Source: an optimization exercise on an open RTL-to-GDS flow (aim: small area, a short achievable clock period and few clock cycles per item). Production flows keep margins and buffers that such runs may drop. The RTL was checked by simulation tests, not by an equivalence proof against the original design. Power and IR drop assume default switching activity.

==> flow/design.v (excerpt) <==
module irig_tce (
    input  wire        clk,
    input  wire        rst,
    input  wire        load,
    input  wire        tick,
    input  wire [1:0]  rc,           
    output reg         cmd_ready,
    input  wire        tbl_we,
    input  wire [6:0]  tbl_addr,
    input  wire [7:0]  tbl_wdata,
    input  wire        cfg_irig,
    input  wire        cfg_year,
    input  wire        cfg_ieee,
    input  wire        leap_ins,
    input  wire        leap_del,
    input  wire [6:0]  leap_tyear,
    input  wire [8:0]  leap_tday,
    input  wire [4:0]  leap_thour,
    input  wire [5:0]  leap_tmin,
    input  wire        leap_warn,
    input  wire [6:0]  start_year,
    input  wire [8:0]  start_day,
    input  wire [4:0]  start_hour,
    input  wire [5:0]  start_min,
    input  wire [5:0]  start_sec,
    input  wire        dst_req,
    input  wire        dst_active0,
    input  wire [6:0]  dst_tyear,
    input  wire [8:0]  dst_tday,
    input  wire [4:0]  dst_thour,
    input  wire [5:0]  dst_tmin,
    input  wire        cfg_off_sign,
    input  wire [3:0]  cfg_off_hours,
    input  wire        cfg_off_half,
    input  wire [3:0]  tq,
    input  wire [3:0]  dut1,
    input  wire [10:0] fsync,
    input  wire [10:0] fhour,
    output reg         pd_valid,
    input  wire        pd_ready,
    output reg  [9:0]  pd_dur,
    output reg  [10:0] pd_freq,
    output reg  [1:0]  pd_level,
    output reg         fault,
    output reg  [2:0]  fcause,
    output reg  [6:0]  findex,
    output reg  [6:0]  ct_year,
    output reg  [8:0]  ct_day,
    output reg  [4:0]  ct_hour,
    output reg  [5:0]  ct_min,
    output reg  [5:0]  ct_sec,
    output reg         dst_active,
    output reg         dst_pend,
    output reg         off_sign,
    output reg  [3:0]  off_hours,
    output reg         off_half
);
Settings: LEC_CHECK=0, CAP_MARGIN=20, CORE_MARGIN=2, CORE_UTILIZATION=60, PLACE_DENSITY=0.75, SLEW_MARGIN=20, SETUP_SLACK_MARGIN=9.05, TNS_END_PERCENT=100, BUFFER_PORTS_ARGS=-buffer_cell sky130_fd_sc_hd__buf_1, CTS_ARGS=-sink_clustering_enable -repair_clock_nets -sink_clustering_size 24 -sink_clustering_max_diameter 100 -buf_list sky130_fd_sc_hd__clkbuf_16 -dont_use_dummy_load; clock period 13.0 ns.
standard.sh (not shown) runs the stock make flow with config.mk's settings and CLKGATE_MAP_FILE= SYNTH_SCRIPT=/design/flow/synth_recipe.tcl, a recipe that flattens the netlist after the stock synthesis.
==> flow/flow/run.sh <==
#!/bin/bash
set -e
cat >> config.mk <<'EOC'
export SETUP_SLACK_MARGIN = 9.05
export TNS_END_PERCENT = 100
export BUFFER_PORTS_ARGS = -buffer_cell sky130_fd_sc_hd__buf_1
export CTS_ARGS = -sink_clustering_enable -repair_clock_nets -sink_clustering_size 24 -sink_clustering_max_diameter 100 -buf_list sky130_fd_sc_hd__clkbuf_16 -dont_use_dummy_load
EOC
bash standard.sh > flow_standard.log 2>&1
The first run produced a clean layout.
Testbench counts at the start, summed over its fixed seeds: cycles 43,832, items 40,182.
Edit:
==> flow/flow/run.sh (replaced) <==
#!/bin/bash
set -e
cat >> config.mk <<'EOC'
export SETUP_SLACK_MARGIN = 9.05
export TNS_END_PERCENT = 100
export BUFFER_PORTS_ARGS = -buffer_cell sky130_fd_sc_hd__buf_1
export CTS_ARGS = -sink_clustering_enable -repair_clock_nets -sink_clustering_size 24 -sink_clustering_max_diameter 100 -buf_list "sky130_fd_sc_hd__clkbuf_8 sky130_fd_sc_hd__clkbuf_16" -dont_use_dummy_load
EOC
bash standard.sh > flow_standard.log 2>&1
==> flow/config.mk (replaced) <==
export PLATFORM = sky130hd
export DESIGN_NAME = irig_tce
export DESIGN_NICKNAME = irig_tce
export VERILOG_FILES = /design/flow/design.v
export SDC_FILE = /design/flow/constraint.sdc
export NUM_CORES = 4
export LEC_CHECK = 0
export CAP_MARGIN = 20
export CORE_MARGIN = 2
export CORE_UTILIZATION = 40
export PLACE_DENSITY = 0.6
export SLEW_MARGIN = 20
export SETUP_SLACK_MARGIN = 9.05
export TNS_END_PERCENT = 100
export BUFFER_PORTS_ARGS = -buffer_cell sky130_fd_sc_hd__buf_1
export CTS_ARGS = -sink_clustering_enable -repair_clock_nets -sink_clustering_size 24 -sink_clustering_max_diameter 100 -buf_list "sky130_fd_sc_hd__clkbuf_8 sky130_fd_sc_hd__clkbuf_16" -dont_use_dummy_load
What happened:
- global-route usage goes down by 8.7 points
- fmax goes up by a few percent
- wire length grows by a few percent
- setup slack improves by 0.15 ns
- final cell count grows by roughly a tenth
- hold slack loses 0.057 ns
- area after synthesis is unchanged
- clock power rose by a few percent
Edit:
==> flow/flow/run.sh (replaced) <==
#!/bin/bash
set -e
cat >> config.mk <<'EOC'
export SETUP_SLACK_MARGIN = 9.05
export TNS_END_PERCENT = 100
export BUFFER_PORTS_ARGS = -buffer_cell sky130_fd_sc_hd__buf_1
export CTS_ARGS = -sink_clustering_enable -repair_clock_nets -sink_clustering_size 28 -sink_clustering_max_diameter 110 -buf_list sky130_fd_sc_hd__clkbuf_16 -dont_use_dummy_load
EOC
bash standard.sh > flow_standard.log 2>&1
--- a/flow/config.mk
+++ b/flow/config.mk
@@ -15,2 +15,2 @@
 export BUFFER_PORTS_ARGS = -buffer_cell sky130_fd_sc_hd__buf_1
-export CTS_ARGS = -sink_clustering_enable -repair_clock_nets -sink_clustering_size 24 -sink_clustering_max_diameter 100 -buf_list "sky130_fd_sc_hd__clkbuf_8 sky130_fd_sc_hd__clkbuf_16" -dont_use_dummy_load
+export CTS_ARGS = -sink_clustering_enable -repair_clock_nets -sink_clustering_size 28 -sink_clustering_max_diameter 110 -buf_list sky130_fd_sc_hd__clkbuf_16 -dont_use_dummy_load
Effect:
- The new run went through all stages and came out clean
- cell area decreases by about 0.3%
- worst setup slack gets better by 0.010 ns
- count of clock-buffer cells in the layout decreases by 7
- routed wire length stays flat
- total power decreases by 1.4%
- global-route usage stays flat
- utilization decreases by 0.14 points
- area after synthesis does not change
- final cell count barely changes
- sequential share of layout area increases by 0.18 points
- clock power decreases by about 7%
Edit:
==> flow/flow/run.sh (replaced) <==
#!/bin/bash
set -e
cat >> config.mk <<'EOC'
export SETUP_SLACK_MARGIN = 9.15
export TNS_END_PERCENT = 100
export BUFFER_PORTS_ARGS = -buffer_cell sky130_fd_sc_hd__buf_1
export CTS_ARGS = -sink_clustering_enable -repair_clock_nets -sink_clustering_size 24 -sink_clustering_max_diameter 100 -buf_list sky130_fd_sc_hd__clkbuf_16 -dont_use_dummy_load
EOC
bash standard.sh > flow_standard.log 2>&1
==> flow/config.mk (replaced) <==
export PLATFORM = sky130hd
export DESIGN_NAME = irig_tce
export DESIGN_NICKNAME = irig_tce
export VERILOG_FILES = /design/flow/design.v
export SDC_FILE = /design/flow/constraint.sdc
export NUM_CORES = 4
export LEC_CHECK = 0
export CAP_MARGIN = 20
export CORE_MARGIN = 2
export CORE_UTILIZATION = 40
export PLACE_DENSITY = 0.5
export SLEW_MARGIN = 20
export SETUP_SLACK_MARGIN = 9.15
export TNS_END_PERCENT = 100
export BUFFER_PORTS_ARGS = -buffer_cell sky130_fd_sc_hd__buf_1
export CTS_ARGS = -sink_clustering_enable -repair_clock_nets -sink_clustering_size 24 -sink_clustering_max_diameter 100 -buf_list sky130_fd_sc_hd__clkbuf_16 -dont_use_dummy_load
After rerunning: Global-route usage is higher by 1.8 points. Synthesized area is unchanged. Cell area rises by 1.5%. Sequential cell count stays the same. Die area does not change. Via count rose by 1.7%. Wire length rises by 8.1%. Clock power went up by about 9%. Utilization is higher by 0.69 points.
Edit:
--- a/flow/flow/run.sh
+++ b/flow/flow/run.sh
@@ -3,3 +3,3 @@
 cat >> config.mk <<'EOC'
-export SETUP_SLACK_MARGIN = 9.15
+export SETUP_SLACK_MARGIN = 9.05
 export TNS_END_PERCENT = 100
--- a/flow/config.mk
+++ b/flow/config.mk
@@ -10,5 +10,5 @@
 export CORE_UTILIZATION = 40
-export PLACE_DENSITY = 0.5
+export PLACE_DENSITY = 0.6
 export SLEW_MARGIN = 20
-export SETUP_SLACK_MARGIN = 9.15
+export SETUP_SLACK_MARGIN = 9.05
 export TNS_END_PERCENT = 100
Effect:
- The changed run completed without violations
- die area does not change
- via count is lower by 1.4%
- worst hold slack gets worse by 0.054 ns
- maximum frequency is higher by 1.5%
- sequential power hardly moves
- synthesized cell count does not change
- wire length is lower by 7.7%
- core utilization is lower by 0.55 points
- cell count is lower by 0.64%

re-timing with driven ports:
Ports are ideal in the flow. The routed layouts listed here were re-timed in OpenROAD. Step 1 sets driving cells, clkbuf_16 on the clock port and buf_2 on the other inputs (assumed; they add their load-dependent delay and slew). Step 2 also shifts input and output timing later by t, the mid clock arrival at the registers, as if the neighbouring blocks saw the same clock. Slacks: no drivers / after step 1 / after step 2; pairs: no drivers / after step 1.
run	t (ns)	setup slack, ns	hold slack, ns	worst setup path after step 2	pins driven straight from the clock port
the first run	0.668	8.866 / 8.803 / 8.240	0.334 / 0.334 / 0.334	input to register	1
the second run	0.686	9.021 / 8.954 / 8.348	0.278 / 0.278 / 0.278	input to register	1
the third run	0.671	9.031 / 8.970 / 8.379	0.300 / 0.300 / 0.300	input to register	1
the fourth run	0.698	8.961 / 8.897 / 8.336	0.331 / 0.331 / 0.331	input to register	1
the fifth run	0.686	9.021 / 8.954 / 8.348	0.278 / 0.278 / 0.278	input to register	1
After both steps every run listed still meets setup and hold.
